Source: an optimization exercise on an open RTL-to-GDS flow (aim: small area, a short achievable clock period and few clock cycles). Production flows keep margins and buffers that such runs may drop.
No run shown here included a check of the RTL's function; only the layout flow was run.
Power figures rest on the tool's default switching activity, not on a simulated workload.

==> flow/config.mk <==
export PLATFORM = sky130hd
export DESIGN_NAME = rawc_seq
export DESIGN_NICKNAME = rawc_seq
export VERILOG_FILES = /design/flow/design.v
export SDC_FILE = /design/flow/constraint.sdc
export NUM_CORES = 4
export LEC_CHECK = 0
export CAP_MARGIN = 20
export CORE_MARGIN = 2
export CORE_UTILIZATION = 55
export CTS_BUF_LIST = sky130_fd_sc_hd__clkbuf_4 sky130_fd_sc_hd__clkbuf_8
export SETUP_SLACK_MARGIN = 1.5
export SLEW_MARGIN = 20
==> flow/constraint.sdc <==
create_clock -name core_clock -period 5.0 [get_ports {clk}]
set_input_delay 1.0000 -clock core_clock [delete_from_list [all_inputs] [get_ports {clk}]]
set_output_delay 1.0000 -clock core_clock [all_outputs]
set_load 0.01 [all_outputs]
==> flow/design.v <==
module rawc_seq (
    input  wire        clk,
    input  wire        rst,         
    input  wire        cmd_valid,
    output wire        cmd_ready,
    input  wire [31:0] cmd_word,
    input  wire        wr_valid,
    output wire        wr_ready,
    input  wire [7:0]  wr_byte,
    output wire        rd_valid,
    output wire [7:0]  rd_byte,
    output wire        rsp_valid,
    input  wire        rsp_ready,
    output wire [31:0] rsp_word,
    output wire        p_valid,
    input  wire        p_ready,
    output wire [3:0]  p_kind,
    output wire [5:0]  p_reg,
    output wire        p_word,
    output wire [15:0] p_wdata,
    input  wire [31:0] p_rdata
);
    localparam [3:0] K_RD    = 4'd1;    
    localparam [3:0] K_WR    = 4'd2;    
    localparam [3:0] K_ARD   = 4'd3;    
    localparam [3:0] K_ARDB  = 4'd4;    
    localparam [3:0] K_AWR   = 4'd5;    
    localparam [3:0] K_AWRB  = 4'd6;    
    localparam [3:0] K_EDIS  = 4'd7;    
    localparam [3:0] K_EEN   = 4'd8;    
    localparam [3:0] K_TMR   = 4'd9;    
    localparam [3:0] K_DLY   = 4'd10;   
    localparam [3:0] K_DIAG  = 4'd11;   
    localparam [3:0] OP_INIT     = 4'h1;
    localparam [3:0] OP_ALLOC_M  = 4'h2;
    localparam [3:0] OP_ALLOC_D  = 4'h3;
    localparam [3:0] OP_DEALL_M  = 4'h4;
    localparam [3:0] OP_DEALL_D  = 4'h5;
    localparam [3:0] OP_MOUNT_RX = 4'h6;
    localparam [3:0] OP_SEND_M   = 4'h7;
    localparam [3:0] OP_SET_IDX  = 4'h8;
    localparam [3:0] OP_GET_IDX  = 4'h9;
    localparam [3:0] OP_READ_B   = 4'hA;
    localparam [3:0] OP_WRITE_B  = 4'hB;
    localparam [3:0] OP_GET_ST   = 4'hC;
    localparam [3:0] OP_SET_ST   = 4'hD;
    localparam [3:0] OP_MOVE     = 4'hE;
    localparam [3:0] OP_RDCSR    = 4'hF;
    localparam [6:0] S_IDLE   = {3'd0, 4'd0};
    localparam [6:0] S_RSP    = {3'd1, 4'd0};
    localparam [6:0] S_RDINT  = {3'd6, K_RD};     
    localparam [6:0] S_RDBC   = {3'd3, K_RD};     
    localparam [6:0] S_FIFO   = {3'd7, K_RD};     
    localparam [6:0] S_STAT   = {3'd1, K_RD};     
    localparam [6:0] S_GIDX   = {3'd0, K_RD};     
    localparam [6:0] S_PRE    = {3'd5, K_WR};     
    localparam [6:0] S_CTL    = {3'd2, K_WR};     
    localparam [6:0] S_CLR2   = {3'd7, K_WR};     
    localparam [6:0] S_CLR1   = {3'd6, K_WR};     
    localparam [6:0] S_SIDX   = {3'd0, K_WR};     
    localparam [6:0] S_ARD    = {3'd4, K_ARD};
    localparam [6:0] S_ARDB   = {3'd0, K_ARDB};
    localparam [6:0] S_AWR    = {3'd4, K_AWR};
    localparam [6:0] S_AWRB   = {3'd0, K_AWRB};
    localparam [6:0] S_EDIS   = {3'd0, K_EDIS};   
    localparam [6:0] S_EREST  = {3'd1, K_EDIS};   
    localparam [6:0] S_EEN    = {3'd0, K_EEN};
    localparam [6:0] S_T0     = {3'd0, K_TMR};    
    localparam [6:0] S_TMR    = {3'd1, K_TMR};    
    localparam [6:0] S_DLY    = {3'd0, K_DLY};
    localparam [6:0] S_DGI    = {3'd1, K_DIAG};   
    localparam [6:0] S_DGX    = {3'd2, K_DIAG};   
    localparam [6:0] S_DGM    = {3'd3, K_DIAG};   
    localparam [6:0] S_DGZ    = {3'd4, K_DIAG};   
    reg [6:0]  st;
    reg        pv;            
    reg        rq;            
    reg [3:0]  op;
    reg        ill;           
    reg [15:0] imm;
    reg [2:0]  w;             
    reg [5:0]  oob;
    reg [1:0]  mnt;           
    reg [3:0]  diags;
    reg        prior;         
    reg        rz;            
    reg [31:0] t0;
    function [5:0] reg_of;
        input [2:0] ww;
        input [2:0] which;    
        begin
            case (ww)
                3'd0:    reg_of = 6'd0  + {3'd0, which};
                3'd1:    reg_of = 6'd5  + {3'd0, which};
                3'd2:    reg_of = 6'd10 + {3'd0, which};
                3'd3:    reg_of = 6'd15 + {3'd0, which};
                3'd4:    reg_of = 6'd20 + {3'd0, which};
                default: reg_of = 6'd25 + {3'd0, which};
            endcase
        end
    endfunction
    function ge12;
        input [11:0] a;
        input [11:0] b;
        integer i;
        reg gt, eq;
        begin
            gt = 1'b0;
            eq = 1'b1;
            for (i = 11; i >= 0; i = i - 1) begin
                gt = gt | (eq & a[i] & ~b[i]);
                eq = eq & ~(a[i] ^ b[i]);
            end
            ge12 = gt | eq;
        end
    endfunction
    function [15:0] dec16;
        input [15:0] a;
        integer i;
        reg borrow;
        begin
            borrow = 1'b1;
            for (i = 0; i < 16; i = i + 1) begin
                dec16[i] = a[i] ^ borrow;
                borrow   = borrow & ~a[i];
            end
        end
    endfunction
    function [7:0] mask1;
        input [2:0] ww;
        begin
            case (ww)
                3'd0:    mask1 = 8'h02;
                3'd1:    mask1 = 8'h04;
                default: mask1 = 8'h01;
            endcase
        end
    endfunction
    function [15:0] mask2;
        input [2:0] ww;
        begin
            case (ww)
                3'd2:    mask2 = 16'h0010;
                3'd3:    mask2 = 16'h0020;
                3'd4:    mask2 = 16'h0004;
                default: mask2 = 16'h0008;
            endcase
        end
    endfunction
    function legal;
        input [31:0] x;
        reg [3:0] o;
        reg [2:0] xw;
        reg [2:0] xp;
        begin
            o  = x[31:28];
            xw = x[26:24];
            xp = x[22:20];
            case (o)
                OP_INIT, OP_DEALL_M, OP_DEALL_D:
                    legal = (x[27:0] == 28'd0);
                OP_ALLOC_M, OP_ALLOC_D, OP_SEND_M:
                    legal = (x[27:16] == 12'd0) && (x[15:12] == 4'd0);
                OP_RDCSR:
                    legal = (x[27:16] == 12'd0) && (x[15:1] == 15'd0);
                OP_MOUNT_RX, OP_GET_IDX:
                    legal = !x[27] && (x[23:0] == 24'd0) && !(xw[2] && xw[1]);
                OP_GET_ST:
                    legal = !x[27] && (x[23:0] == 24'd0) && (xw[2:1] == 2'd0);
                OP_SET_IDX, OP_READ_B, OP_WRITE_B:
                    legal = !x[27] && (x[23:16] == 8'd0) && !(xw[2] && xw[1]);
                OP_SET_ST:
                    legal = !x[27] && (x[23:1] == 23'd0) && (xw[2:1] == 2'd0);
                OP_MOVE:
                    legal = !x[23] && (x[19:12] == 8'd0) && !(xw[2] && xw[1]) && !(xp[2] && xp[1:0] != 2'd0);
                default:
                    legal = 1'b0;
            endcase
        end
    endfunction
    wire [3:0] kind = st[3:0];
    wire       hs   = pv && p_ready;
    assign p_valid = pv;
    assign p_kind  = kind;
    assign rd_valid = hs && (st == S_ARDB);
    assign rd_byte  = p_rdata[7:0];
    wire [2:0] sub     = st[6:4];
    wire       is_diag = kind[3] && kind[1];               
    wire       fixed   = sub[2] && (sub[1] || sub[0]);     
    wire       w_lo    = (w[2:1] == 2'd0);                 
    wire [7:0] m1      = {5'd0, w == 3'd1, w == 3'd0, w_lo ? 1'b0 : 1'b1};
    reg  [5:0] fix_reg;
    always @(*) begin
        case (sub[1:0])
            2'd1:    fix_reg = w_lo ? 6'd30 : 6'd31;             
            2'd2:    fix_reg = 6'd30;                            
            default: fix_reg = kind[0] ? ((op == OP_ALLOC_M) ? 6'd32 : 6'd33) : 6'd31;   
        endcase
    end
    assign p_reg  = is_diag ? {sub, w} : fixed ? fix_reg : reg_of(w, sub);
    assign p_word = !(fixed && (sub[1:0] == 2'd2 || (sub[1:0] == 2'd1 && w_lo)));
    wire        use_byte = kind[2] && kind[1];         
    wire        use_fix  = fixed && !is_diag;          
    wire        use_dz   = is_diag && (sub != 3'd1);   
    reg  [15:0] fix_data;
    always @(*) begin
        case (sub[1:0])
            2'd1:    fix_data = w_lo ? {8'd0, m1} : mask2(w);    
            2'd2:    fix_data = {8'd0, m1};                       
            default: fix_data = 16'h003C;                         
        endcase
    end
    assign p_wdata = use_byte ? {8'd0, t0[23:16]} :
                     use_fix  ? fix_data :
                     use_dz   ? {15'd0, (sub == 3'd2) && (op == OP_WRITE_B)} :
                     imm;
    assign rsp_valid = rq;
    assign rsp_word  = {ill, 11'd0, diags, rz ? 16'd0 : t0[15:0]};
    wire        second  = (op == OP_INIT && w == 3'd4) || (op == OP_ALLOC_M && w == 3'd2);
    wire [15:0] rd16    = p_rdata[15:0];
    wire        rd_nz   = (rd16 != 16'd0);
    wire        rd0     = p_rdata[0];
    wire [5:0]  dlo    = {1'b0, p_rdata[4:0]} - {1'b0, t0[4:0]};
    wire        blo    = dlo[5];
    wire [26:0] th     = p_rdata[31:5];
    wire [26:0] t0h    = t0[31:5];
    wire [26:0] xeq    = ~(th ^ t0h);                   
    reg  [26:0] c1;
    integer ci;
    always @(*) begin
        c1[0] = !xeq[0];
        for (ci = 1; ci < 27; ci = ci + 1)
            c1[ci] = t0h[ci-1] ? (xeq[ci] == th[ci-1]) : xeq[ci];
    end
    wire        hi_eq0 = &xeq;
    wire        hi_eq1 = &c1;
    wire        lt5    = (dlo[4:3] == 2'd0) && !(dlo[2] && dlo[1:0] != 2'd0);
    wire        lt20   = !dlo[4] || (dlo[3:2] == 2'd0);
    wire        is_si  = (op == OP_SET_IDX);
    wire        lo_lt  = is_si ? lt5 : lt20;
    wire        tmo    = !((blo ? hi_eq1 : hi_eq0) && lo_lt);
    wire        hit     = (w == 3'd0) ? p_rdata[1] : (w == 3'd1) ? p_rdata[2] : p_rdata[0];
    wire        fifo_ok = (rd16[15:12] != 4'd0) || ge12(rd16[11:0], imm[11:0]);    
    wire        go_mv   = fifo_ok || (op == OP_ALLOC_M && rd_nz);
    wire        last_b  = (imm == 16'd1);
    wire        zlen    = (imm == 16'd0);
    reg [6:0] nA, nB;
    reg       dsel_hit, dsel_tmo, dsel_nz, dsel_go, dsel_rd0;
    always @(*) begin
        nA = S_RSP;
        nB = S_RSP;
        dsel_hit = 1'b0;
        dsel_tmo = 1'b0;
        dsel_nz  = 1'b0;
        dsel_go  = 1'b0;
        dsel_rd0 = 1'b0;
        case (st)
            S_EDIS:  begin nA = S_PRE; nB = S_PRE; end
            S_PRE:   begin nA = S_CTL; nB = S_CTL; end
            S_CTL:   begin nA = S_EEN; nB = S_EEN; end
            S_EEN:   begin nA = S_T0;  nB = S_T0;  end
            S_T0:    begin nA = is_si ? S_STAT : S_RDINT; nB = nA; end
            S_RDINT: begin
                dsel_hit = 1'b1;
                nA = (w[2:1] != 2'd0) ? S_CLR2 : S_CLR1;
                nB = S_TMR;
            end
            S_CLR2:  begin nA = S_CLR1; nB = S_CLR1; end
            S_CLR1,
            S_DGM:   begin nA = prior ? S_RDBC : S_EREST; nB = nA; end
            S_TMR: begin
                dsel_tmo = 1'b1;
                nA = is_si ? S_DGI : S_DGM;
                nB = is_si ? S_STAT : S_DLY;
            end
            S_DLY:   begin nA = S_RDINT; nB = S_RDINT; end
            S_EREST: begin nA = S_RDBC;  nB = S_RDBC;  end
            S_RDBC: begin
                if (op == OP_INIT && !second) begin
                    nA = S_EDIS; nB = S_EDIS;
                end else if (op == OP_MOUNT_RX) begin
                    dsel_nz = 1'b1;
                    nA = S_RSP; nB = S_DGZ;
                end
            end
            S_FIFO:  begin dsel_go = 1'b1; nA = S_EDIS; nB = S_RSP; end
            S_STAT:  begin dsel_rd0 = 1'b1; nA = S_TMR; nB = S_RSP; end
            S_SIDX:  begin nA = S_T0; nB = S_T0; end
            S_DGX:   begin nA = (op == OP_WRITE_B) ? S_AWR : S_ARD; nB = nA; end
            S_ARD,
            S_ARDB:  begin nA = zlen || last_b && st == S_ARDB ? S_RSP : S_ARDB; nB = nA; end
            S_AWR,
            S_AWRB:  begin nA = zlen || last_b && st == S_AWRB ? S_RSP : S_AWRB; nB = nA; end
            default: ;
        endcase
    end
    wire d = (dsel_hit && hit) || (dsel_tmo && tmo) || (dsel_nz && rd_nz) ||
             (dsel_go && go_mv) || (dsel_rd0 && rd0);
    wire rqA = (nA == S_RSP);
    wire rqB = (nB == S_RSP);
    wire pvA = !rqA && !(nA == S_AWRB && !wr_valid);
    wire pvB = !rqB && !(nB == S_AWRB && !wr_valid);
    wire want_b = (st == S_AWR) || (st == S_AWRB);
    assign wr_ready = (hs && want_b) || (st == S_AWRB && !pv);
    wire take_b = wr_ready && wr_valid;
    assign cmd_ready = (kind == 4'd0);
    wire acc = cmd_valid && cmd_ready;
    wire [3:0] c_op = cmd_word[31:28];
    wire [2:0] c_w  = cmd_word[26:24];
    wire       c_ok = legal(cmd_word);
    reg [5:0] oob_set, oob_clr;
    always @(*) begin
        oob_set = 6'd0;
        oob_clr = 6'd0;
        if (hs) begin
            case (st)
                S_DGI:  oob_set[w] = 1'b1;
                S_STAT: oob_clr[w] = !rd0;
                S_RDBC: begin
                    oob_clr[3] = (op == OP_ALLOC_M) && rd_nz && !second;
                    oob_clr[1] = (op == OP_ALLOC_D) && rd_nz;
                end
                default: ;
            endcase
        end
    end
    genvar gi;
    generate
        for (gi = 0; gi < 6; gi = gi + 1) begin : g_oob
            always @(posedge clk) begin
                if (rst)
                    oob[gi] <= 1'b0;
                else if (oob_set[gi] || oob_clr[gi])
                    oob[gi] <= oob_set[gi];
            end
        end
    endgenerate
    reg [6:0] st_acc;
    reg       pv_acc;
    always @(*) begin
        pv_acc = 1'b1;
        st_acc = S_RSP;
        case (c_op)
            OP_INIT, OP_DEALL_M, OP_DEALL_D, OP_MOUNT_RX,
            OP_SEND_M, OP_MOVE:       st_acc = S_EDIS;
            OP_ALLOC_M, OP_ALLOC_D:   st_acc = S_FIFO;
            OP_SET_IDX:               st_acc = S_SIDX;
            OP_GET_IDX:               st_acc = S_GIDX;
            OP_READ_B:                st_acc = oob[c_w] ? S_DGX : S_ARD;
            OP_WRITE_B:               st_acc = oob[c_w] ? S_DGX : S_AWR;
            default:                  pv_acc = 1'b0;    
        endcase
        if (!c_ok) begin
            st_acc = S_RSP;
            pv_acc = 1'b0;
        end
    end
    reg [6:0] st_o;
    reg       pv_o, rq_o;
    always @(*) begin
        st_o = st;
        pv_o = pv;
        rq_o = rq;
        if (rq && rsp_ready) begin
            rq_o = 1'b0;
            st_o = S_IDLE;
        end
        if (st == S_AWRB && !pv && wr_valid) pv_o = 1'b1;
        if (acc) begin
            st_o = st_acc;
            pv_o = pv_acc;
            rq_o = !pv_acc;
        end
    end
    always @(posedge clk) begin
        if (rst) begin
            st <= S_IDLE;
            pv <= 1'b0;
            rq <= 1'b0;
        end else if (hs) begin
            st <= d ? nA  : nB;
            pv <= d ? pvA : pvB;
            rq <= d ? rqA : rqB;
        end else begin
            st <= st_o;
            pv <= pv_o;
            rq <= rq_o;
        end
    end
    always @(posedge clk) begin
        if (rst) begin
            mnt <= 2'd0;
        end else begin
            if (take_b) t0[23:16] <= wr_byte;
            if (hs) begin
                case (st)
                    S_EDIS:  prior <= rd0;
                    S_T0:    t0 <= p_rdata;
                    S_DGI:   begin
                        diags[0] <= 1'b1;
                    end
                    S_DGX:   diags[1] <= 1'b1;
                    S_DGM:   diags[2] <= 1'b1;
                    S_DGZ:   diags[3] <= 1'b1;
                    S_RDBC: begin
                        if (op == OP_ALLOC_M || op == OP_ALLOC_D) begin
                            t0[15:0] <= {15'd0, rd_nz};
                            rz       <= second;
                        end else begin
                            t0[15:0] <= rd16;
                        end
                        case (op)
                            OP_INIT: begin
                                w   <= 3'd4;
                                imm <= {1'b1, 3'd3, 12'd0};
                            end
                            OP_ALLOC_M: begin
                            end
                            OP_ALLOC_D: begin
                                if (rd_nz) mnt[1] <= 1'b1;
                            end
                            default: ;
                        endcase
                    end
                    S_FIFO: begin
                        rz <= 1'b1;
                        if (!fifo_ok) begin
                            w   <= 3'd2;
                            imm <= {1'b0, 3'd1, 12'd0};
                        end
                    end
                    S_STAT: begin
                    end
                    S_GIDX:  t0[15:0] <= rd16;
                    S_ARDB,
                    S_AWRB:  imm <= dec16(imm);
                    default: ;
                endcase
            end
            if (acc) begin
                op     <= c_op;
                ill    <= !c_ok;
                imm    <= cmd_word[15:0];
                diags  <= 4'd0;
                w      <= c_w;
                case (c_op)
                    OP_INIT:     begin w <= 3'd1; imm[15:12] <= {1'b0, 3'd3}; end
                    OP_ALLOC_M:  begin w <= 3'd3; imm[15:12] <= {1'b1, 3'd1}; end
                    OP_ALLOC_D:  begin w <= 3'd1; imm[15:12] <= {1'b1, 3'd2}; end
                    OP_DEALL_M:  begin w <= 3'd2; imm[15:12] <= {1'b0, 3'd1}; end
                    OP_DEALL_D:  begin w <= 3'd0; imm[15:12] <= {1'b0, 3'd2}; end
                    OP_MOUNT_RX: imm[15:12] <= {1'b1, 3'd0};
                    OP_SEND_M:   begin w <= 3'd3; imm[15:12] <= {1'b0, 3'd0}; end
                    OP_MOVE:     imm[15:12] <= {cmd_word[27], cmd_word[22:20]};
                    default: ;
                endcase
                case (c_op)
                    OP_GET_ST: t0[15:0] <= {15'd0, mnt[c_w[0]]};
                    OP_RDCSR:  t0[15:0] <= cmd_word[0] ? {14'd0, mnt} : {10'd0, oob};
                    default:   t0[15:0] <= cmd_word[15:0];
                endcase
                case (c_op)
                    OP_INIT, OP_DEALL_M, OP_DEALL_D, OP_SEND_M,
                    OP_SET_IDX, OP_SET_ST: rz <= 1'b1;
                    default:               rz <= !c_ok;
                endcase
                if (c_ok) begin
                    case (c_op)
                        OP_INIT:     mnt <= 2'b00;
                        OP_DEALL_D:  mnt[0] <= 1'b0;
                        OP_MOUNT_RX: if (c_w == 3'd0) mnt[0] <= 1'b1;
                        OP_SET_ST:   mnt[c_w[0]] <= cmd_word[0];
                        default: ;
                    endcase
                end
            end
        end
    end
endmodule
==> flow/flow/run.sh <==
#!/bin/bash
# Layout flow: the standard ORFS flow (standard.sh), with two changes:
#  - the port buffers inserted during placement use the smallest buffer cell;
#  - synthesis leaves adders to ABC instead of extracting half/full adder
#    cells (ADDER_MAP_FILE empty), so carry chains are mapped as logic.
# The synthesis script and its register names are the standard ones.
set -euo pipefail
export BUFFER_PORTS_ARGS="-buffer_cell sky130_fd_sc_hd__buf_1"
export ADDER_MAP_FILE=
bash standard.sh > standard_flow.log 2>&1
==> flow/standard.sh <==
#!/bin/bash
# synth_recipe.tcl (not shown) runs the flow's synth.tcl, then flattens the netlist and writes it again
# the make line also repeats each setting of config.mk as NAME=value (left out here)
make -C /OpenROAD-flow-scripts/flow DESIGN_CONFIG=/design/flow/config.mk WORK_HOME=/design/flow/orfs CLKGATE_MAP_FILE= SYNTH_SCRIPT=/design/flow/synth_recipe.tcl "${@:-finish}"
==> out/qor.yml, run 1 <==
status: "timing/DRC/antenna clean"
synth_most_common_cell: "nor2_1"
finalClockSkew_ns: 0.0135
slew_viol_final: 0
tritoncts: "done"
ir_drop_mv: 0.235
max_stage_delay_ns: 0.69
power_per_cell_area_mw_per_mm2: 354
drc_errors: 0
ys_top_cells_by_count: "111 x nor2_1, 77 x nand2_1, 70 x a21oi_1"
finalSetupViolations: 0
criticalPathCategory: "reg -> out"
r2r_slack_ns: 1.84
htree_num_levels: 3
clock_sinks: 79
finalCritPeriodShare_pct: 69.8
ctsRootBufferMaster: "clkbuf_8"
first_pass_iters: 5
required_ns: 4.00
final-hold-violation-count: 0
p_leak_nw: 2.97
tns_ns: 0
cp_common_cell: "o21ai_0"
routed_wl_um: 26500
grt_max_degree: 29
async_flop_share_pct: 0
cp_top_family: "compound AO/OA/AOI/OAI gates"
nNetsFinal: 1155
dp.cells: 1237
final_layout_size_suffix_gt1_share_pct: 6.93
synth_top_area_share_pct: 24.2
ys_ff_latch: 79
synth_area_mm2: 0.00770
antenna_found_initial: 0
yosysTopAreaCell: "edfxtp_1"
start_util_pct: 55.9
worstPathMaxFanout: 21
yosysWarnings: 1
crit_slowest_cell: "edfxtp_1"
grt_pass1_vias: 7348
place.port_buffers: 138
fp-row-count: 43
ys.flop_type: "edfxtp_1"
synthCells: 987
hpwl_um: 19800
vias: 8210
start_kind: "register"
hold_buffers: 0
maxCapViolCount: 0
fill_cells: 1313
worst_pin_slew_ns: 1.00
yosysUniqueCellTypes: 87
core_area_mm2: 0.0138
critPathBufInv: 1
clk_pin_slew_ns: 0.09
rsz0062_at_grt: "yes"
relSlewSlack_pct: 32.8
cts-buffers-inserted: 9
grt_pass1_wl_um: 40200
synth_edf_count: 62
clkLatencyLatePin_ns: 0.38
fin_cells: 1262
antenna_left: 0
gr-usage-all-layers_pct: 34.9
gp_congestion: 0.959
seq_area_frac_synth_pct: 28.6
hp-class: "reg -> reg"
clock.fmax_mhz: 287
min_period_ns: 3.49
die_w_um: 122
drt-initial-drc-count: 842
multi_input_area_mm2: 0.00499
postSynthAreaPerCell_um2: 7.80
arrival_ns: 2.49
final-seq-area_mm2: 0.00221
gr-total-overflow: 0
syn_to_final_growth_pct: 10.0
via_per_inst: 6.51
wl_per_cell_um: 21.0
pin_count: 150
cts_buffer_depth: 2
num_antenna_cells: 0
synth_area_leaders: "edfxtp_1 24%, nor2_1 5.4%, a21oi_1 4.6%, dfxtp_1 4.4%, xor2_1 3.9%"
crit_chain: "or2_2, a311o_1, o21ai_0, o21ai_0, nand2_1, buf_1"
die_y_um: 122
worstSetupEndpointType: "output pin"
die_area_mm2: 0.0150
[repair_timing]
| action | CTS | global route |
|---|---|---|
| buffers inserted | 0 | 8 |
| endpoints found under the setup margin | 19 | 24 |
| gates cloned | 0 | 0 |
| resized for setup | 4 | 6 |
| pin swaps | 0 | 2 |
[metrics by stage]
stage               instance area (µm²)  util [%]  setup slack [ns]  power (W)  hold WS (ns)
floorplan                          7740         -              1.83    0.00195         0.454
global placement                   8140      59.1              1.28    0.00235         0.492
detailed placement                 8140      59.1              1.21    0.00234         0.491
CTS                                8390      60.9              1.50    0.00295         0.510
global route                       8470      61.5              1.41    0.00317         0.541
finish                             8470      61.5              1.51    0.00300         0.506
[power breakdown]
group	switching, W	leakage [nW]	internal, W
registers	0.000162	0.709	0.000846
logic	0.000897	2.14	0.000487
clock network	0.000262	0.121	0.000345
total	0.00132	2.97	0.00168
[cell usage in the layout, fill, tap and decap left out, drive strengths merged, types with 7 or more instances in the layout]
cell / netlist / routed
and3: 11 / 11
dfxtp: 17 / 17
clkbuf: 51 / 12
o211ai: 8 / 8
conb: 1 / 11
mux2i: 21 / 21
xor2: 34 / 34
nand2b: 38 / 38
nand4: 10 / 10
a311oi: 8 / 8
and2: 16 / 16
nand3b: 7 / 7
a22o: 13 / 13
a211oi: 12 / 12
edfxtp: 62 / 62
o22ai: 9 / 9
nor2: 112 / 112
nor2b: 47 / 47
nor4: 21 / 21
nand3: 17 / 17
nand2: 77 / 77
buf: 41 / 160
or4: 7 / 7
or3: 8 / 8
o221ai: 8 / 8
a221o: 7 / 7
xnor2: 11 / 11
a21oi: 70 / 70
nor3: 35 / 35
inv: 29 / 30
a31oi: 13 / 13
o21ai: 59 / 59
[routing by layer]
metal / vias up / share of wire, % / GRT usage [%]
met5: - / 0 / 0
met4: 0 / 3.4 / 14.4
met3: 74 / 8.1 / 4.60
met2: 449 / 47 / 56.6
met1: 3873 / 41 / 46.9
li1: 3814 / - / -
[state kept, by name, indices dropped and copies added (netlist names)]
register and count:
oob 6, ill 1, pv 1, t0 32
mnt 2, rz 1, rq 1, op 4
prior 1, st 7, imm 16, w 3
diags 4
[worst paths after layout]
path              start  endpoint  depth (start not counted)
setup / recovery   w[0]  p_reg[1]                          6
hold reg to reg      rq        rq                          2
setup reg to reg  st[2]     st[3]                          9
hold / removal       rq        rq                          2
[tightest hold or removal path: stages (launching register included)]
cell	delay, ns
dfxtp_1	0.33
nand2_1	0.06
a31oi_1	0.07
[logic make-up (layout without fill, tap and decap cells)]
group / Yosys count / after routing / share of synthesized area (%)
adders and majority gates: 3 / 3 / 0.390
AOI/OAI and AO/OA: 277 / 277 / 24.6
other: 1 / 11 / 0.0487
and+or+nand+nor: 436 / 436 / 30.5
buffers and inverters: 121 / 206 / 7.35
DFF: 79 / 79 / 28.6
muxes: 25 / 25 / 3.46
xor gates and xnor gates: 45 / 45 / 5.12
[cell type report]
cell class              instances  area share [%]
multi-input cells             797            58.9
flip-flops and latches         79            26.1
repair buffers                161            8.17
well taps                     180            2.66
clock buffers                  11            1.64
inverters                      29            1.29
clock inverters                 5            1.26
==> run 2, diff against run 1 <==
==> flow/config.mk (replaced) <==
export PLATFORM = sky130hd
export DESIGN_NAME = rawc_seq
export DESIGN_NICKNAME = rawc_seq
export VERILOG_FILES = /design/flow/design.v
export SDC_FILE = /design/flow/constraint.sdc
export NUM_CORES = 4
export LEC_CHECK = 0
export CAP_MARGIN = 10
export CORE_MARGIN = 2
export CORE_UTILIZATION = 55
export CTS_BUF_LIST = sky130_fd_sc_hd__clkbuf_4 sky130_fd_sc_hd__clkbuf_8
export SETUP_SLACK_MARGIN = 1.6
export SLEW_MARGIN = 10
==> out/qor.yml, run 2 <==
status: "timing/DRC/antenna clean"
reg2reg_from: "st[0]"
startpoint: "op[0]"
switching_share_pct: 44.1
gp_congestion: 0.959
rsz0062_at_grt: "yes"
yosysUniqueCellTypes: 87
vias: 8210
fill_cells: 1308
ctsRootBufferMaster: "clkbuf_8"
pin_count: 150
ir_drop_mv: 0.245
yosysTopAreaCell: "edfxtp_1"
die_area_mm2: 0.0150
postSynthAreaPerCell_um2: 7.80
final-seq-area_mm2: 0.00221
synth_top_area_share_pct: 24.2
hp-start: "rq"
cts-buffers-inserted: 9
worstSetupEndpointType: "output pin"
first_pass_iters: 7
p_leak_nw: 2.98
ys.flop_type: "edfxtp_1"
htree_num_levels: 3
rr_worst_depth: 6
fp-row-count: 43
synth_edf_count: 62
multi_input_area_mm2: 0.00500
clkLatencyLatePin_ns: 0.38
syn_to_final_growth_pct: 10.4
arrival_ns: 2.41
internal-power_w: 0.00168
synthCells: 987
holdPathEnd: "rq"
top_regs: "t0 x32, imm x16, st x7"
ys_ff_latch: 79
gr-usage-all-layers_pct: 35.1
p_sw_w: 0.00132
final_cell_mix: "137 x buf_1, 111 x nor2_1, 76 x nand2_1, 69 x a21oi_1, 62 x edfxtp_1"
place.port_buffers: 138
antenna_left: 0
final-hold-violation-count: 0
num_antenna_cells: 0
die_y_um: 122
nNetsFinal: 1157
required_ns: 4.00
finalClockSkew_ns: 0.0180
cts_buffer_depth: 2
core_area_mm2: 0.0138
synth_most_common_cell: "nor2_1"
p_seq_share_pct: 33.6
criticalPathCategory: "reg -> out"
async_flop_share_pct: 0
r2r_slack_ns: 1.86
grt_max_degree: 29
synth_area_mm2: 0.00770
finalCritPeriodShare_pct: 68.3
hold_depth: 2
final_layout_size_suffix_gt1_share_pct: 7.38
clkPwrFrac_pct: 20.3
seq_area_frac_synth_pct: 28.6
start_kind: "register"
crit_slowest_cell: "edfxtp_1"
hpwl_um: 19800
antenna_found_initial: 0
combPwrFrac_pct: 46.1
worst_pin_slew_ns: 1.12
wl_per_cell_um: 21.2
grt_pass1_vias: 7377
drt-initial-drc-count: 894
grt_pass1_wl_um: 40400
gr-total-overflow: 0
largest_reg_flops: 32
cp_top_family: "compound AO/OA/AOI/OAI gates"
critPathBufInv: 1
routed_wl_um: 26700
tritoncts: "done"
synth_area_leaders: "edfxtp_1 24%, nor2_1 5.4%, a21oi_1 4.6%, dfxtp_1 4.4%, xor2_1 3.9%"
regMostFlops: "t0"
post-place-ws_ns: 1.21
maxCapViolCount: 0
drc_errors: 0
ys_top_cells_by_count: "111 x nor2_1, 77 x nand2_1, 70 x a21oi_1"
start_util_pct: 55.9
worstPathMaxFanout: 12
slew_viol_final: 0
die_w_um: 122
clk_pin_slew_ns: 0.09
dp.cells: 1237
clock.fmax_mhz: 293
yosysWarnings: 1
clock_sinks: 79
rr_endpoint: "t0[29]"
max_stage_delay_ns: 0.58
final_common_cell: "buf_1"
layout_setup_ws_ns: 1.59
relSlewSlack_pct: 25.2
crit_chain: "nand4b_1, o31ai_1, a22oi_1, nor2_1, a31oi_1, o221ai_1, o21a_1, buf_1"
hp-class: "reg -> reg"
worst_hold_slack_ns: 0.507
power_per_cell_area_mw_per_mm2: 353
via_per_inst: 6.50
finalSetupViolations: 0
tns_ns: 0
min_period_ns: 3.41
fin_cells: 1264
[run 2: power by group through the flow]
stage                     logic [W]  registers [W]  clock network (W)
after floorplan             0.00104       0.000913                  0
after global placement      0.00133        0.00102                  0
after detailed placement    0.00133        0.00101                  0
after CTS                   0.00134        0.00100           0.000608
after global routing        0.00152        0.00102           0.000631
final                       0.00139        0.00101           0.000609
[run 2: final cells by class]
class	instances	share of cell area (%)
well taps	180	2.65
flip-flops and latches	79	26.0
repair buffers	163	8.32
clock buffers	11	1.63
clock inverters	5	1.25
inverters	29	1.28
multi-input cells	797	58.8
[run 2: stage by stage]
| step | power (W) | instance area, µm² | util (%) |
|---|---|---|---|
| after floorplan | 0.00195 | 7740 | - |
| after global placement | 0.00235 | 8140 | 59.1 |
| after detailed placement | 0.00234 | 8140 | 59.1 |
| after CTS | 0.00295 | 8410 | 61.1 |
| after global routing | 0.00317 | 8500 | 61.7 |
| final | 0.00300 | 8500 | 61.7 |
[run 2: how the worst max path moves through the flow]
stage | endpoint | slack, ns | cells after the start
2_1_floorplan | t0[0] | 1.83 | 7
3_3_place_gp | st[2] | 1.28 | 10
3_5_place_dp | st[2] | 1.21 | 10
4_1_cts | p_wdata[0] | 1.60 | 9
5_1_grt | p_wdata[0] | 1.45 | 8
6_report | p_wdata[0] | 1.59 | 8
[run 2: kinds of logic after synthesis]
| kind of cell | after synthesis | share of synthesized area, % |
|---|---|---|
| multiplexers | 25 | 3.46 |
| adder cells (fa/ha/maj) | 3 | 0.390 |
| other | 1 | 0.0487 |
| buffers and inverters | 121 | 7.35 |
| AND/OR/NAND/NOR | 436 | 30.5 |
| XOR/XNOR | 45 | 5.12 |
| AO/OA/AOI/OAI | 277 | 24.6 |
| flip-flops | 79 | 28.6 |
[run 2: layer usage]
layer  track usage [%]  up-vias  routed length [µm]
li1                  -     3822                   -
met1              47.2     3878               11100
met2              56.9      433               12700
met3              4.60       77                2030
met4              14.4        0                 882
met5                 0        -                   0
[run 2: worst min-delay path, cell delays in order, from the launching register on]
cell and delay [ns]:
dfxtp_1 0.33, nand2_1 0.06, a31oi_1 0.07
[run 2: what timing repair did]
item	4_1_cts	5_1_grt
setup buffers	3	8
pin swaps	0	2
gates resized for setup	4	10
setup endpoints to repair	21	32
hold buffers	0	0
gates cloned	0	0
==> run 3, diff against run 2 <==
--- a/flow/design.v
+++ b/flow/design.v
@@ -394,7 +394,15 @@
             if (take_b) t0[23:16] <= wr_byte;
             if (hs) begin
                 case (st)
-                    S_EDIS:  prior <= rd0;
+                    S_EDIS: begin
+                        prior <= rd0;
+                        case (op)
+                            OP_INIT:     mnt <= 2'b00;
+                            OP_DEALL_D:  mnt[0] <= 1'b0;
+                            OP_MOUNT_RX: if (w == 3'd0) mnt[0] <= 1'b1;
+                            default: ;
+                        endcase
+                    end
                     S_T0:    t0 <= p_rdata;
                     S_DGI:   begin
                         diags[0] <= 1'b1;
@@ -464,15 +472,9 @@
                     OP_SET_IDX, OP_SET_ST: rz <= 1'b1;
                     default:               rz <= !c_ok;
                 endcase
-                if (c_ok) begin
-                    case (c_op)
-                        OP_INIT:     mnt <= 2'b00;
-                        OP_DEALL_D:  mnt[0] <= 1'b0;
-                        OP_MOUNT_RX: if (c_w == 3'd0) mnt[0] <= 1'b1;
-                        OP_SET_ST:   mnt[c_w[0]] <= cmd_word[0];
-                        default: ;
-                    endcase
-                end
+                if (c_op == OP_SET_ST && !cmd_word[27] && cmd_word[26:25] == 2'd0 &&
+                    cmd_word[23:1] == 23'd0)
+                    mnt[c_w[0]] <= cmd_word[0];
             end
         end
     end
==> out/qor.yml, run 3 <==
die_area_mm2: 0.0147
pin_count: 150
die_y_um: 121
seq_area_frac_synth_pct: 29.1
postSynthAreaPerCell_um2: 7.99
relSlewSlack_pct: 33.1
tns_ns: 0
final-hold-violation-count: 0
hold_depth: 2
top_regs: "t0 x32, imm x16, st x7"
synth_area_mm2: 0.00757
hp-start: "oob[2]"
core_area_mm2: 0.0133
ir_drop_mv: 0.169
yosysWarnings: 1
clkLatencyLatePin_ns: 0.38
grt_max_degree: 28
tritoncts: "done"
die_w_um: 121
rsz0062_at_grt: "yes"
fp-row-count: 42
wl_per_cell_um: 21.1
num_antenna_cells: 0
crit_chain: "and2_1, mux2_2, o22ai_2, and2_1, a221o_1, buf_1"
first_pass_iters: 8
final-seq-area_mm2: 0.00222
antenna_left: 0
arrival_ns: 2.40
via_per_inst: 6.50
ctsRootBufferMaster: "clkbuf_8"
final_common_cell: "buf_1"
finalClockSkew_ns: 0.0102
r2r_slack_ns: 1.65
async_flop_share_pct: 0
grt_pass1_vias: 7263
worstPathMaxFanout: 16
gr-usage-all-layers_pct: 35.0
clock_sinks: 79
regMostFlops: "t0"
crit_slowest_cell: "dfxtp_2"
yosysUniqueCellTypes: 85
routed_wl_um: 26100
nNetsFinal: 1132
htree_num_levels: 3
fill_cells: 1231
largest_reg_flops: 32
rr_endpoint: "pv"
yosysTopAreaCell: "edfxtp_1"
power_per_cell_area_mw_per_mm2: 209
place.port_buffers: 138
syn_to_final_growth_pct: 12.6
fin_cells: 1235
drc_errors: 0
max_stage_delay_ns: 0.43
slew_viol_final: 0
vias: 8026
ys_top_cells_by_count: "77 x nor2_1, 75 x nand2_1, 62 x edfxtp_1"
hp-class: "reg -> reg"
reg2reg_from: "st[6]"
status: "timing/DRC/antenna clean"
clk_pin_slew_ns: 0.09
ys_ff_latch: 79
ys.flop_type: "edfxtp_1"
grt_pass1_wl_um: 39900
criticalPathCategory: "reg -> out"
synth_area_leaders: "edfxtp_1 25%, xnor2_1 5.0%, dfxtp_1 4.5%, nor2_1 3.8%, nand2_1 3.7%"
start_util_pct: 56.7
cp_top_family: "compound AO/OA/AOI/OAI gates"
holdPathEnd: "oob[2]"
synth_edf_count: 62
finalCritPeriodShare_pct: 68.1
p_leak_nw: 2.89
cp_common_cell: "and2_1"
final_layout_size_suffix_gt1_share_pct: 9.16
min_period_ns: 3.40
clock.fmax_mhz: 294
gp_congestion: 0.966
maxCapViolCount: 0
dp.cells: 1205
cts-buffers-inserted: 9
start_kind: "register"
synth_top_area_share_pct: 24.6
worst_hold_slack_ns: 0.518
drt-initial-drc-count: 1049
critPathBufInv: 1
worstSetupEndpointType: "output pin"
finalSetupViolations: 0
gr-total-overflow: 0
antenna_found_initial: 0
cts_buffer_depth: 2
multi_input_area_mm2: 0.00501
hpwl_um: 19200
worst_pin_slew_ns: 1.00
final_cell_mix: "131 x buf_1, 76 x nor2_1, 74 x nand2_1, 62 x edfxtp_1"
rr_worst_depth: 10
synthCells: 948
synth_most_common_cell: "nor2_1"
required_ns: 4.00
run 3: how the worst max path moves through the flow:
stage	startpoint	end	slack, ns	cells after the start
after floorplan	p_rdata[11]	st[4]	1.62	9
after global placement	cmd_word[31]	st[6]	1.05	10
after detailed placement	cmd_word[31]	st[3]	0.99	10
after CTS	st[0]	t0[5]	1.60	8
after global routing	p_rdata[11]	pv	1.47	11
final	st[3]	p_wdata[5]	1.60	6
run 3: layout make-up:
class                   instances  area share [%]
well taps                     176            2.58
repair buffers                167            8.84
clock inverters                 7           0.924
flip-flops and latches         79            26.0
multi-input cells             765            58.8
clock buffers                   9            1.45
inverters                      32            1.45
run 3: where the power goes:
group / switching (W) / total (W) / internal [W] / leakage [nW]
registers: 0.0000442 / 0.000790 / 0.000746 / 0.717
logic: 0.000290 / 0.000474 / 0.000184 / 2.07
clock network: 0.000279 / 0.000516 / 0.000237 / 0.0982
total: 0.000614 / 0.00178 / 0.00117 / 2.89
run 3: cells by family after synthesis:
group / Yosys count / synth area share (%)
AO/OA/AOI/OAI: 265 / 24.2
XOR/XNOR: 55 / 6.36
adder cells (fa/ha/maj): 6 / 0.793
buffers and inverters: 114 / 7.25
flip-flops: 79 / 29.1
multiplexers: 22 / 3.22
other: 1 / 0.0495
AND/OR/NAND/NOR: 406 / 29.1
run 3: layer usage:
metal / share of wire [%] / global-route usage, % / wire, µm / up-vias
met4: 4.3 / 15.9 / 1120 / 0
met5: 0 / 0 / 0 / -
met1: 42 / 47.9 / 10900 / 3736
met3: 8.6 / 4.28 / 2250 / 72
met2: 45 / 55.4 / 11900 / 463
li1: - / - / - / 3755
run 3: timing repair:
item,CTS,global route
setup endpoints to repair,29,38
cloned,0,0
resized for setup,18,31
pin swaps,3,3
setup buffers,9,5
hold buffers,0,0
run 3: metrics by stage:
step | utilization, % | cell area [µm²] | setup WS, ns | power, W
after floorplan | - | 7630 | 1.62 | 0.00110
after global placement | 60.2 | 8040 | 1.05 | 0.00124
after detailed placement | 60.2 | 8040 | 0.992 | 0.00124
after CTS | 62.6 | 8350 | 1.60 | 0.00176
after global routing | 63.9 | 8530 | 1.47 | 0.00185
final | 63.9 | 8530 | 1.60 | 0.00178
run 3: worst reg2reg max path: stages, from the launching register on:
cell	delay (ns)
dfxtp_2	0.45
buf_4	0.25
buf_4	0.20
nor4b_1	0.15
o2111ai_1	0.45
o2111ai_1	0.20
or4_1	0.55
or4_1	0.57
a21boi_0	0.15
o21ai_0	0.15
a211oi_1	0.09
==> run 4, diff against run 3 <==
==> flow/config.mk (replaced) <==
export PLATFORM = sky130hd
export DESIGN_NAME = rawc_seq
export DESIGN_NICKNAME = rawc_seq
export VERILOG_FILES = /design/flow/design.v
export SDC_FILE = /design/flow/constraint.sdc
export NUM_CORES = 4
export LEC_CHECK = 0
export CAP_MARGIN = 20
export CORE_MARGIN = 2
export CORE_UTILIZATION = 55
export CTS_BUF_LIST = sky130_fd_sc_hd__clkbuf_4 sky130_fd_sc_hd__clkbuf_8
export SETUP_SLACK_MARGIN = 1.5
export SLEW_MARGIN = 20
==> out/qor.yml, run 4 <==
required_ns: 5.29
yosysWarnings: 1
clock.fmax_mhz: 286
die_area_mm2: 0.0147
antenna_left: 0
p_seq_share_pct: 43.4
slew_viol_final: 0
grt_pass1_wl_um: 39400
grt_max_degree: 31
start_util_pct: 56.7
gr-usage-all-layers_pct: 34.6
routed_wl_um: 25900
largest_reg_flops: 32
final_cell_mix: "130 x buf_1, 77 x nor2_1, 74 x nand2_1, 62 x edfxtp_1, 54 x o21ai_0"
regMostFlops: "t0"
routed.top_layer: "met4"
hpwl_um: 19200
gr-total-overflow: 0
clkLatencyLatePin_ns: 0.38
finalCritPeriodShare_pct: 70.0
gp_congestion: 0.967
htree_num_levels: 3
place.port_buffers: 138
async_flop_share_pct: 0
route.met3.wl_um: 2280
clkPwrFrac_pct: 30.9
criticalPathCategory: "in -> reg"
yosysTopAreaCell: "edfxtp_1"
hp-class: "reg -> reg"
final-hold-violation-count: 0
tns_ns: 0
switching_share_pct: 32.9
final_layout_size_suffix_gt1_share_pct: 9.13
top_regs: "t0 x32, imm x16, st x7"
clk_pin_slew_ns: 0.08
num_antenna_cells: 0
ys_ff_latch: 79
postSynthAreaPerCell_um2: 7.99
combPwrFrac_pct: 25.7
cts-buffers-inserted: 9
yosysUniqueCellTypes: 85
p_sw_w: 0.000598
drt-initial-drc-count: 926
cts_buffer_depth: 2
fill_cells: 1256
grt_pass1_vias: 7197
synth_edf_count: 62
synth_most_common_cell: "nor2_1"
ctsRootBufferMaster: "clkbuf_8"
clock_sinks: 79
status: "timing/DRC/antenna clean"
wl_met1_um: 11000
via_per_inst: 6.57
ys.flop_type: "edfxtp_1"
synth_top_area_share_pct: 24.6
vias: 8139
ys_top_cells_by_count: "77 x nor2_1, 75 x nand2_1, 62 x edfxtp_1"
wl_per_cell_um: 21.0
hold_buffers: 0
finalSetupViolations: 0
internal-power_w: 0.00122
fin_cells: 1238
worstSetupEndpointType: "register"
rsz0062_at_grt: "yes"
syn_to_final_growth_pct: 12.5
p_leak_nw: 2.92
antenna_found_initial: 0
finalClockSkew_ns: 0.0146
wl_met2_um: 11700
dp.cells: 1205
final_common_cell: "buf_1"
drc_errors: 0
min_period_ns: 3.50
nNetsFinal: 1135
arrival_ns: 3.79
worst_pin_slew_ns: 1.05
pin_count: 150
core_area_mm2: 0.0133
synth_area_mm2: 0.00757
power_per_cell_area_mw_per_mm2: 213
worstPathMaxFanout: 7
start_kind: "input port"
relSlewSlack_pct: 30.3
ir_drop_mv: 0.143
first_pass_iters: 7
tritoncts: "done"
seq_area_frac_synth_pct: 29.1
synthCells: 948
synth_area_leaders: "edfxtp_1 25%, xnor2_1 5.0%, dfxtp_1 4.5%, nor2_1 3.8%, nand2_1 3.7%"
maxCapViolCount: 0
fp-row-count: 42
die_w_um: 121
die_y_um: 121
==> run 4: through the flow <==
stage	utilization [%]	setup WS [ns]	cell area [µm²]	hold slack [ns]	total power, W
after CTS	62.7	1.52	8370	0.518	0.00179
after global routing	63.9	1.46	8520	0.533	0.00188
after detailed placement	60.2	0.957	8030	0.503	0.00124
after floorplan	-	1.51	7610	0.456	0.00110
after global placement	60.2	1.03	8030	0.503	0.00124
final	63.9	1.50	8520	0.522	0.00182
==> run 4: metal layers <==
layer	vias to the layer above	global-route usage (%)
li1	3777	-
met1	3819	48.4
met2	476	54.6
met3	67	4.09
met4	0	13.4
met5	-	0
==> run 4: area by class of cell <==
class	instances	area, µm²	area share [%]
Timing Repair Buffer	170	788	9.25
Sequential cell	79	2210	26.0
Clock buffer	11	139	1.63
Clock inverter	5	81.3	0.954
Multi-Input combinational cell	765	4960	58.2
Tap cell	176	220	2.58
Inverter	32	124	1.45
==> run 4: logic make-up (layout without fill, tap and decap cells) <==
kind of cell	Yosys count	in the layout	share of synthesized area [%]
AND/OR/NAND/NOR	406	406	29.1
AO/OA/AOI/OAI	265	265	24.2
buffers and inverters	114	218	7.25
flip-flops	79	79	29.1
XOR/XNOR	55	55	6.36
multiplexers	22	22	3.22
adder cells (fa/ha/maj)	6	6	0.793
other	1	11	0.0495
==> run 4: repair_timing <==
| item | 4_1_cts | 5_1_grt |
|---|---|---|
| gates resized for setup | 13 | 30 |
| setup buffers | 10 | 7 |
| setup endpoints to repair | 24 | 31 |
| pin swaps | 2 | 10 |
| gates cloned | 0 | 0 |
==> run 4: path summary, 6_finish.rpt <==
check / cells after the start / slack [ns] / startpoint / endpoint
worst min register to register: 2 / 0.52 / mnt[1] / mnt[1]
worst min-delay path: 2 / 0.52 / mnt[1] / mnt[1]
worst max register to register: 9 / 1.72 / t0[9] / st[4]
worst max-delay path: 10 / 1.50 / p_rdata[9] / st[4]
==> run 4: power by group through the flow <==
stage	sequential [W]	clock, W	combinational (W)
finish	0.000788	0.000561	0.000467
floorplan	0.000784	0	0.000318
global placement	0.000806	0	0.000432
global route	0.000792	0.000587	0.000505
CTS	0.000788	0.000557	0.000445
detailed placement	0.000806	0	0.000432
==> run 4: worst max-delay path, cell delays in order <==
cell      delay, ns
buf_6          0.11
xor2_2         0.15
or3b_1         0.35
and3_4         0.18
or4_4          0.47
or4_4          0.56
o211ai_4       0.27
nand3_4        0.17
mux2_4         0.34
a311oi_2       0.18
==> run 5, diff against run 4 <==
==> flow/flow/run.sh (replaced) <==
#!/bin/bash
# Layout flow: the standard ORFS flow (standard.sh), with these changes:
#  - the port buffers inserted during placement use the smallest buffer cell;
#  - synthesis leaves adders to ABC instead of extracting half/full adder
#    cells (ADDER_MAP_FILE empty), so carry chains are mapped as logic; the
#    synthesis script and its register names are the standard ones;
#  - clock tree synthesis uses clkbuf_4/clkbuf_8 and adds no dummy loads.
set -euo pipefail
export BUFFER_PORTS_ARGS="-buffer_cell sky130_fd_sc_hd__buf_1"
export ADDER_MAP_FILE=
export CTS_ARGS="-sink_clustering_enable -repair_clock_nets -buf_list {sky130_fd_sc_hd__clkbuf_4 sky130_fd_sc_hd__clkbuf_8} -dont_use_dummy_load"
bash standard.sh > standard_flow.log 2>&1
--- a/flow/config.mk
+++ b/flow/config.mk
@@ -8,6 +8,5 @@
 export CAP_MARGIN = 20
 export CORE_MARGIN = 2
 export CORE_UTILIZATION = 55
-export CTS_BUF_LIST = sky130_fd_sc_hd__clkbuf_4 sky130_fd_sc_hd__clkbuf_8
 export SETUP_SLACK_MARGIN = 1.5
 export SLEW_MARGIN = 20
==> out/qor.yml, run 5 <==
synth_edf_count: 62
final_common_cell: "buf_1"
routed_wl_um: 26000
final_cell_mix: "130 x buf_1, 77 x nor2_1, 74 x nand2_1, 62 x edfxtp_1, 55 x o21ai_0"
final-hold-violation-count: 0
arrival_ns: 3.79
clkLatencyLatePin_ns: 0.38
grt_max_degree: 31
ys.flop_type: "edfxtp_1"
finalSetupViolations: 0
fin_area_mm2: 0.00851
yosysTopAreaCell: "edfxtp_1"
num_antenna_cells: 0
top_regs: "t0 x32, imm x16, st x7"
rsz0062_at_grt: "yes"
ir_drop_mv: 0.122
synth_compound_area_share_pct: 24.2
yosys.area_share.simple_pct: 29.1
worstSetupEndpointType: "register"
core_area_mm2: 0.0133
gr-total-overflow: 0
place_area_mm2: 0.00803
status: "timing/DRC/antenna clean"
largest_reg_flops: 32
hold_depth: 2
synthCells: 948
grt_pass1_vias: 7180
start_kind: "input port"
syn_to_final_growth_pct: 12.3
vias: 8096
yosysUniqueCellTypes: 85
ys_top_cells_by_count: "77 x nor2_1, 75 x nand2_1, 62 x edfxtp_1"
die_area_mm2: 0.0147
worstPathMaxFanout: 7
start_util_pct: 56.7
cts_buffer_depth: 2
worst_pin_slew_ns: 1.03
tns_ns: 0
synth_top_family_by_area: "simple AND/OR/NAND/NOR gates"
fin_util_pct: 63.7
p_leak_nw: 2.91
relSlewSlack_pct: 31.4
yosysWarnings: 1
required_ns: 5.27
min_period_ns: 3.51
rr_worst_depth: 9
synth_most_common_cell: "nor2_1"
criticalPathCategory: "in -> reg"
synth_area_mm2: 0.00757
postSynthAreaPerCell_um2: 7.99
maxCapViolCount: 0
finalCritPeriodShare_pct: 70.2
pin_count: 150
slew_viol_final: 0
via_per_inst: 6.57
post-place-ws_ns: 0.957
first_pass_iters: 6
synth_top_area_share_pct: 24.6
hp-class: "reg -> reg"
clock_sinks: 79
clock.fmax_mhz: 285
grt_pass1_wl_um: 39300
fp-row-count: 42
synthMuxAreaShare_pct: 3.22
layout_setup_ws_ns: 1.49
hp-start: "oob[2]"
synth_fa_ha_area_share_pct: 0.793
final_layout_size_suffix_gt1_share_pct: 9.18
synth_area_leaders: "edfxtp_1 25%, xnor2_1 5.0%, dfxtp_1 4.5%, nor2_1 3.8%, nand2_1 3.7%"
hpwl_um: 19200
htree_num_levels: 3
wl_per_cell_um: 21.1
finalClockSkew_ns: 0.0221
synth-xor-area-share_pct: 6.36
startpoint: "p_rdata[9]"
ys_ff_latch: 79
cts-buffers-inserted: 9
fill_cells: 1257
clk_pin_slew_ns: 0.07
antenna_left: 0
place.port_buffers: 138
die_w_um: 121
gr-usage-all-layers_pct: 34.6
gp_congestion: 0.967
regMostFlops: "t0"
nNetsFinal: 1137
power_per_cell_area_mw_per_mm2: 195
ctsRootBufferMaster: "clkbuf_8"
drc_errors: 0
antenna_found_initial: 0
die_y_um: 121
seq_area_frac_synth_pct: 29.1
tritoncts: "done"
async_flop_share_pct: 0
reg2reg_from: "t0[9]"
drt-initial-drc-count: 982
[run 5: cell counts after synthesis]
Identical to the previous run, type by type.
[run 5: logic make-up after synthesis]
group / Yosys count
flip-flops: 79
XOR/XNOR: 55
AO/OA/AOI/OAI: 265
other: 1
adder cells (fa/ha/maj): 6
AND/OR/NAND/NOR: 406
buffers and inverters: 114
multiplexers: 22
[run 5: report_power, final]
| part | total, W | switching [W] | internal [W] |
|---|---|---|---|
| clock | 0.000397 | 0.000235 | 0.000161 |
| combinational | 0.000472 | 0.000289 | 0.000183 |
| sequential | 0.000790 | 0.0000439 | 0.000746 |
[run 5: through the flow]
stage	total power, W	hold WS [ns]	cells
6_report	0.00166	0.517	1233
4_1_cts	0.00163	0.516	1225
3_5_place_dp	0.00124	0.503	1205
3_3_place_gp	0.00124	0.503	1205
5_1_grt	0.00173	0.531	1233
2_1_floorplan	0.00110	0.456	958
[run 5: cell type report]
cell class | count | area [µm²] | share of cell area [%]
multi-input cells | 765 | 5010 | 58.9
well taps | 176 | 220 | 2.59
clock buffers | 9 | 124 | 1.46
inverters | 32 | 124 | 1.46
flip-flops and latches | 79 | 2210 | 26.0
repair buffers | 172 | 816 | 9.59
[run 5: worst max-delay path, cell delays in order]
cell and delay, ns:
buf_12 0.11, xor2_4 0.15, or3b_1 0.36, and3_4 0.18
or4_4 0.47, or4_4 0.56, o211ai_4 0.27, nand3_4 0.17
mux2_4 0.34, a311oi_2 0.19
[run 5: worst paths after layout]
| kind | end | slack (ns) |
|---|---|---|
| setup / recovery | st[4] | 1.49 |
| hold reg to reg | oob[2] | 0.52 |
| hold / removal | oob[2] | 0.52 |
| setup reg to reg | st[4] | 1.64 |
[run 5: metal layers]
metal  up-vias  routed length [µm]  global-route usage (%)
met5         -                   0                       0
met4         0                 930                    14.4
met3        65                2170                    4.56
met2       445               11800                    54.0
met1      3822               11100                    48.3
li1       3764                   -                       -
[run 5: what timing repair did]
item                                    CTS  global route
setup buffers                            11             8
resized for setup                        13            41
hold buffers                              0             0
endpoints found under the setup margin   24            29
pin swaps                                 3            12
cloned                                    0             0
==> run 6, diff against run 5 <==
==> flow/config.mk (replaced) <==
export PLATFORM = sky130hd
export DESIGN_NAME = rawc_seq
export DESIGN_NICKNAME = rawc_seq
export VERILOG_FILES = /design/flow/design.v
export SDC_FILE = /design/flow/constraint.sdc
export NUM_CORES = 4
export LEC_CHECK = 0
export CAP_MARGIN = 10
export CORE_MARGIN = 2
export CORE_UTILIZATION = 55
export SETUP_SLACK_MARGIN = 1.6
export SLEW_MARGIN = 10
==> out/qor.yml, run 6 <==
worst_hold_slack_ns: 0.512
top_regs: "t0 x32, imm x16, st x7"
via_per_inst: 6.59
cts_buffer_depth: 2
rr_worst_depth: 10
finalClockSkew_ns: 0.0257
pin_count: 150
grtUsageMet2_pct: 54.5
worstPathMaxFanout: 7
start_util_pct: 56.7
core_area_mm2: 0.0133
ir_drop_mv: 0.158
r2r_slack_ns: 1.61
reg2reg_from: "st[6]"
yosysTopAreaCell: "edfxtp_1"
tritoncts: "done"
finalCritPeriodShare_pct: 68.5
criticalPathCategory: "in -> reg"
synth_top_area_share_pct: 24.6
busiest_layer: "met2"
ys_ff_latch: 79
p_leak_nw: 2.85
max_stage_delay_ns: 0.44
antenna_found_initial: 0
yosys.area_share.simple_pct: 29.1
worst_pin_slew_ns: 1.00
synth_top_family_by_area: "simple AND/OR/NAND/NOR gates"
tns_ns: 0
synthMuxAreaShare_pct: 3.22
seq_area_frac_synth_pct: 29.1
antenna_left: 0
required_ns: 5.27
power_per_cell_area_mw_per_mm2: 196
regMostFlops: "t0"
place_area_mm2: 0.00804
place.port_buffers: 138
hold_depth: 2
status: "timing/DRC/antenna clean"
drc_errors: 0
maxCapViolCount: 0
grt_use_met1_pct: 47.8
final_cell_mix: "130 x buf_1, 76 x nor2_1, 74 x nand2_1, 62 x edfxtp_1, 54 x o21ai_0"
async_flop_share_pct: 0
ctsRootBufferMaster: "clkbuf_8"
hp-start: "oob[2]"
worstSetupEndpointType: "register"
grt_pass1_wl_um: 39500
fin_area_mm2: 0.00846
crit_slowest_cell: "or4_4"
crit_chain: "buf_1, or3b_1, and3_1, or4_1, or4_4, o211ai_4, nand3_4, mux2_4, a311oi_2"
cts-buffers-inserted: 9
fp-row-count: 42
fill_cells: 1234
synth_most_common_cell: "nor2_1"
synth_edf_count: 62
die_y_um: 121
grt_max_degree: 28
clk_pin_slew_ns: 0.07
gr-total-overflow: 0
synth_area_mm2: 0.00757
hpwl_um: 19200
syn_to_final_growth_pct: 11.7
rsz0062_at_grt: "yes"
min_period_ns: 3.42
gp_congestion: 0.966
largest_reg_flops: 32
relSlewSlack_pct: 32.9
ys.flop_type: "edfxtp_1"
synth_area_leaders: "edfxtp_1 25%, xnor2_1 5.0%, dfxtp_1 4.5%, nor2_1 3.8%, nand2_1 3.7%"
synth_compound_area_share_pct: 24.2
die_w_um: 121
first_pass_iters: 8
hold_buffers: 0
wl_per_cell_um: 21.2
nNetsFinal: 1128
synth-xor-area-share_pct: 6.36
hp-class: "reg -> reg"
num_antenna_cells: 0
met3_usage_pct: 4.56
yosysUniqueCellTypes: 85
final-hold-violation-count: 0
finalSetupViolations: 0
clkLatencyLatePin_ns: 0.39
drt-initial-drc-count: 984
ys_top_cells_by_count: "77 x nor2_1, 75 x nand2_1, 62 x edfxtp_1"
routed_wl_um: 25900
rr_endpoint: "pv"
synthCells: 948
postSynthAreaPerCell_um2: 7.99
clock.fmax_mhz: 292
arrival_ns: 3.69
synth_fa_ha_area_share_pct: 0.793
final_layout_size_suffix_gt1_share_pct: 8.78
slew_viol_final: 0
clock_sinks: 79
vias: 8072
final_common_cell: "buf_1"
htree_num_levels: 3
gr-usage-all-layers_pct: 34.7
grt_pass1_vias: 7227
start_kind: "input port"
holdPathEnd: "oob[2]"
die_area_mm2: 0.0147
yosysWarnings: 1
==> run 6: cell count changes in the layout (fill, tap and decap cells not counted), moves of 2 or more <==
cell     previous run  this run
dfxtp_1            13        11
buf_4              31        25
nor4_1             20        17
xnor2_2             5         2
xnor2_1            38        41
nor4_2              0         3
==> run 6: logic make-up after synthesis <==
| group | Yosys count |
|---|---|
| AO/OA/AOI/OAI | 265 |
| XOR/XNOR | 55 |
| adder cells (fa/ha/maj) | 6 |
| buffers and inverters | 114 |
| flip-flops | 79 |
| multiplexers | 22 |
| other | 1 |
| AND/OR/NAND/NOR | 406 |
==> run 6: timing repair <==
action / 4_1_cts / 5_1_grt
gates resized for setup: 16 / 42
pin swaps: 3 / 4
setup buffers: 9 / 1
setup endpoints to repair: 30 / 40
==> run 6: worst max path at each step <==
stage	from	end	cells past startpoint
2_1_floorplan	p_rdata[11]	st[4]	9
3_3_place_gp	cmd_word[31]	st[6]	10
4_1_cts	p_rdata[11]	st[4]	10
5_1_grt	st[6]	pv	10
6_report	p_rdata[8]	st[4]	9
3_5_place_dp	cmd_word[31]	st[3]	10
==> run 6: cell type report <==
class                   count  area (µm²)  share of cell area [%]
multi-input cells         765        5040                    59.6
flip-flops and latches     79        2220                    26.2
repair buffers            163         733                    8.67
well taps                 176         220                    2.60
clock buffers               9         124                    1.46
inverters                  32         124                    1.46
==> run 6: worst max-delay path, delay by kind of cell <==
kind,cells,cell delay (ns)
buffers and inverters,1,0.34
muxes,1,0.33
AOI/OAI and AO/OA,2,0.46
and+or+nand+nor,5,1.56
==> run 6: metrics by stage <==
step / utilization [%] / setup slack [ns] / total power (W) / std cells
final: 63.4 / 1.58 / 0.00166 / 1224
after global routing: 63.4 / 1.47 / 0.00172 / 1224
after CTS: 61.9 / 1.60 / 0.00163 / 1223
after detailed placement: 60.2 / 0.992 / 0.00124 / 1205
after global placement: 60.2 / 1.05 / 0.00124 / 1205
after floorplan: - / 1.62 / 0.00110 / 958
==> run 6: power breakdown <==
| part | total, W | internal, W | switching (W) | leakage (nW) |
|---|---|---|---|---|
| sequential | 0.000794 | 0.000746 | 0.0000481 | 0.717 |
| clock | 0.000395 | 0.000161 | 0.000234 | 0.0647 |
| combinational | 0.000468 | 0.000181 | 0.000286 | 2.07 |
| total | 0.00166 | 0.00109 | 0.000568 | 2.85 |
==> run 6: routing by layer <==
| metal | vias up | share of wire [%] |
|---|---|---|
| met5 | - | 0 |
| met4 | 0 | 4.1 |
| met3 | 80 | 8.3 |
| met2 | 484 | 46 |
| met1 | 3768 | 42 |
| li1 | 3740 | - |
==> run 7, diff against run 6 <==
--- a/flow/flow/run.sh
+++ b/flow/flow/run.sh
@@ -8,5 +8,5 @@
 set -euo pipefail
 export BUFFER_PORTS_ARGS="-buffer_cell sky130_fd_sc_hd__buf_1"
 export ADDER_MAP_FILE=
-export CTS_ARGS="-sink_clustering_enable -repair_clock_nets -buf_list {sky130_fd_sc_hd__clkbuf_4 sky130_fd_sc_hd__clkbuf_8} -dont_use_dummy_load"
+export CTS_ARGS="-sink_clustering_enable -repair_clock_nets -buf_list {sky130_fd_sc_hd__clkbuf_4 sky130_fd_sc_hd__clkbuf_8} -dont_use_dummy_load -sink_clustering_size 30 -sink_clustering_max_diameter 80"
 bash standard.sh > standard_flow.log 2>&1
==> out/qor.yml, run 7 <==
status: "timing/DRC/antenna clean"
postSynthAreaPerCell_um2: 7.99
seq_area_frac_synth_pct: 29.1
hold_depth: 2
criticalPathCategory: "in -> reg"
pin_count: 150
rr_worst_depth: 10
worst_pin_slew_ns: 1.00
drc_errors: 0
synth_edf_count: 62
grt_pass1_vias: 7227
die_y_um: 121
relSlewSlack_pct: 32.9
top_regs: "t0 x32, imm x16, st x7"
tns_ns: 0
clock.fmax_mhz: 292
power_per_cell_area_mw_per_mm2: 196
clkLatencyLatePin_ns: 0.39
core_area_mm2: 0.0133
worstPathMaxFanout: 7
final_layout_size_suffix_gt1_share_pct: 8.78
required_ns: 5.27
grt_pass1_wl_um: 39500
tritoncts: "done"
slew_viol_final: 0
ctsRootBufferMaster: "clkbuf_8"
min_period_ns: 3.42
synth_area_leaders: "edfxtp_1 25%, xnor2_1 5.0%, dfxtp_1 4.5%, nor2_1 3.8%, nand2_1 3.7%"
wl_met1_um: 10900
htree_num_levels: 3
start_util_pct: 56.7
clock_sinks: 79
reg2reg_from: "st[6]"
arrival_ns: 3.69
synth_most_common_cell: "nor2_1"
yosysUniqueCellTypes: 85
rr_endpoint: "pv"
wl_met2_um: 11800
rsz0062_at_grt: "yes"
num_antenna_cells: 0
cts-buffers-inserted: 9
place.port_buffers: 138
largest_reg_flops: 32
wl_per_cell_um: 21.2
worstSetupEndpointType: "register"
fill_cells: 1234
gr-total-overflow: 0
clk_pin_slew_ns: 0.07
final_common_cell: "buf_1"
routed_wl_um: 25900
gp_congestion: 0.966
start_kind: "input port"
nNetsFinal: 1128
p_leak_nw: 2.85
via_per_inst: 6.59
async_flop_share_pct: 0
syn_to_final_growth_pct: 11.7
maxCapViolCount: 0
vias: 8072
finalSetupViolations: 0
ir_drop_mv: 0.158
synthCells: 948
holdPathEnd: "oob[2]"
synth_top_area_share_pct: 24.6
die_w_um: 121
gr-usage-all-layers_pct: 34.7
hpwl_um: 19200
antenna_found_initial: 0
drt-initial-drc-count: 984
antenna_left: 0
final-hold-violation-count: 0
r2r_slack_ns: 1.61
fp-row-count: 42
yosysWarnings: 1
finalCritPeriodShare_pct: 68.5
route.met3.wl_um: 2160
yosysTopAreaCell: "edfxtp_1"
cts_buffer_depth: 2
regMostFlops: "t0"
routed.top_layer: "met4"
ys_top_cells_by_count: "77 x nor2_1, 75 x nand2_1, 62 x edfxtp_1"
finalClockSkew_ns: 0.0257
hp-class: "reg -> reg"
ys.flop_type: "edfxtp_1"
final_cell_mix: "130 x buf_1, 76 x nor2_1, 74 x nand2_1, 62 x edfxtp_1, 54 x o21ai_0"
hp-start: "oob[2]"
ys_ff_latch: 79
synth_area_mm2: 0.00757
first_pass_iters: 8
grt_max_degree: 28
die_area_mm2: 0.0147
fin_util_pct: 63.4
==> run 7: cell counts in the layout (fill, tap and decap cells not counted) <==
No cell type changed its count.
==> run 7: through the flow <==
stage          worst slack, ns  hold WS (ns)  total power (W)  instance area [µm²]  instances
2_1_floorplan             1.62         0.456          0.00110                 7630        958
3_3_place_gp              1.05         0.502          0.00124                 8040       1205
3_5_place_dp             0.992         0.504          0.00124                 8040       1205
4_1_cts                   1.60         0.515          0.00163                 8270       1223
5_1_grt                   1.47         0.549          0.00172                 8460       1224
6_report                  1.58         0.512          0.00166                 8460       1224
==> run 7: worst max-delay path, stage by stage <==
cell and delay, ns:
buf_1 0.34, or3b_1 0.38, and3_1 0.18, or4_1 0.40, or4_4 0.44, o211ai_4 0.27
nand3_4 0.16, mux2_4 0.33, a311oi_2 0.19
==> run 7: report_power, final <==
group	switching (W)	internal (W)	leakage, nW
sequential	0.0000481	0.000746	0.717
clock	0.000234	0.000161	0.0647
combinational	0.000286	0.000181	2.07
==> run 7: cell type report <==
| type | count | area, µm² | share of cell area [%] |
|---|---|---|---|
| multi-input combinational | 765 | 5040 | 59.6 |
| clock buffer | 9 | 124 | 1.46 |
| inverter | 32 | 124 | 1.46 |
| tap | 176 | 220 | 2.60 |
| sequential | 79 | 2220 | 26.2 |
| timing repair buffer | 163 | 733 | 8.67 |
==> run 7: worst max-delay path by stage <==
stage            end  cells after the start  slack (ns)    startpoint
6_report       st[4]                      9        1.58    p_rdata[8]
5_1_grt           pv                     10        1.47         st[6]
4_1_cts        st[4]                     10        1.60   p_rdata[11]
3_5_place_dp   st[3]                     10        0.99  cmd_word[31]
3_3_place_gp   st[6]                     10        1.05  cmd_word[31]
2_1_floorplan  st[4]                      9        1.62   p_rdata[11]
==> run 7: what timing repair did <==
item / 4_1_cts / 5_1_grt
gates resized for setup: 16 / 42
pin swaps: 3 / 4
hold buffers: 0 / 0
cloned: 0 / 0
endpoints found under the setup margin: 30 / 40
setup buffers: 9 / 1
==> run 7: cell families after synthesis <==
group	Yosys count	share of synthesized area [%]
AOI/OAI and AO/OA	265	24.2
xor gates and xnor gates	55	6.36
adders and majority gates	6	0.793
buffers and inverters	114	7.25
DFF	79	29.1
muxes	22	3.22
other	1	0.0495
and+or+nand+nor	406	29.1
==> run 7: routing by layer <==
metal	up-vias	track usage (%)
li1	3740	-
met4	0	15.4
met1	3768	47.8
met5	-	0
met3	80	4.56
met2	484	54.5

[what the ideal ports hide]
How much do the figures lean on ideal ports? The routed layouts below were timed once more, with nothing changed but the port constraints.
Step 1 sets driving cells, clkbuf_16 on the clock port and buf_2 on the other inputs (assumed; they add their load-dependent delay and slew).
Step 2 times the ports against the registers' clock, not the clock port: input delays grow and output delays shrink by t, the midpoint of the rising clock arrivals with the driver on.
a / b / c = no drivers / after step 1 / after step 2; a / b = the first two.
| run | shift t [ns] | setup slack, ns |
|---|---|---|
| run 1 | 0.414 | 1.512 / 1.472 / 1.333 |
| run 2 | 0.415 | 1.587 / 1.546 / 1.368 |
| run 3 | 0.413 | 1.597 / 1.561 / 1.201 |
| run 4 | 0.412 | 1.498 / 1.499 / 1.087 |
| run 5 | 0.406 | 1.488 / 1.474 / 1.068 |
| run 6 | 0.409 | 1.576 / 1.585 / 1.176 |
| run 7 | 0.409 | 1.576 / 1.585 / 1.176 |
After both steps setup and hold are still met in every run listed.
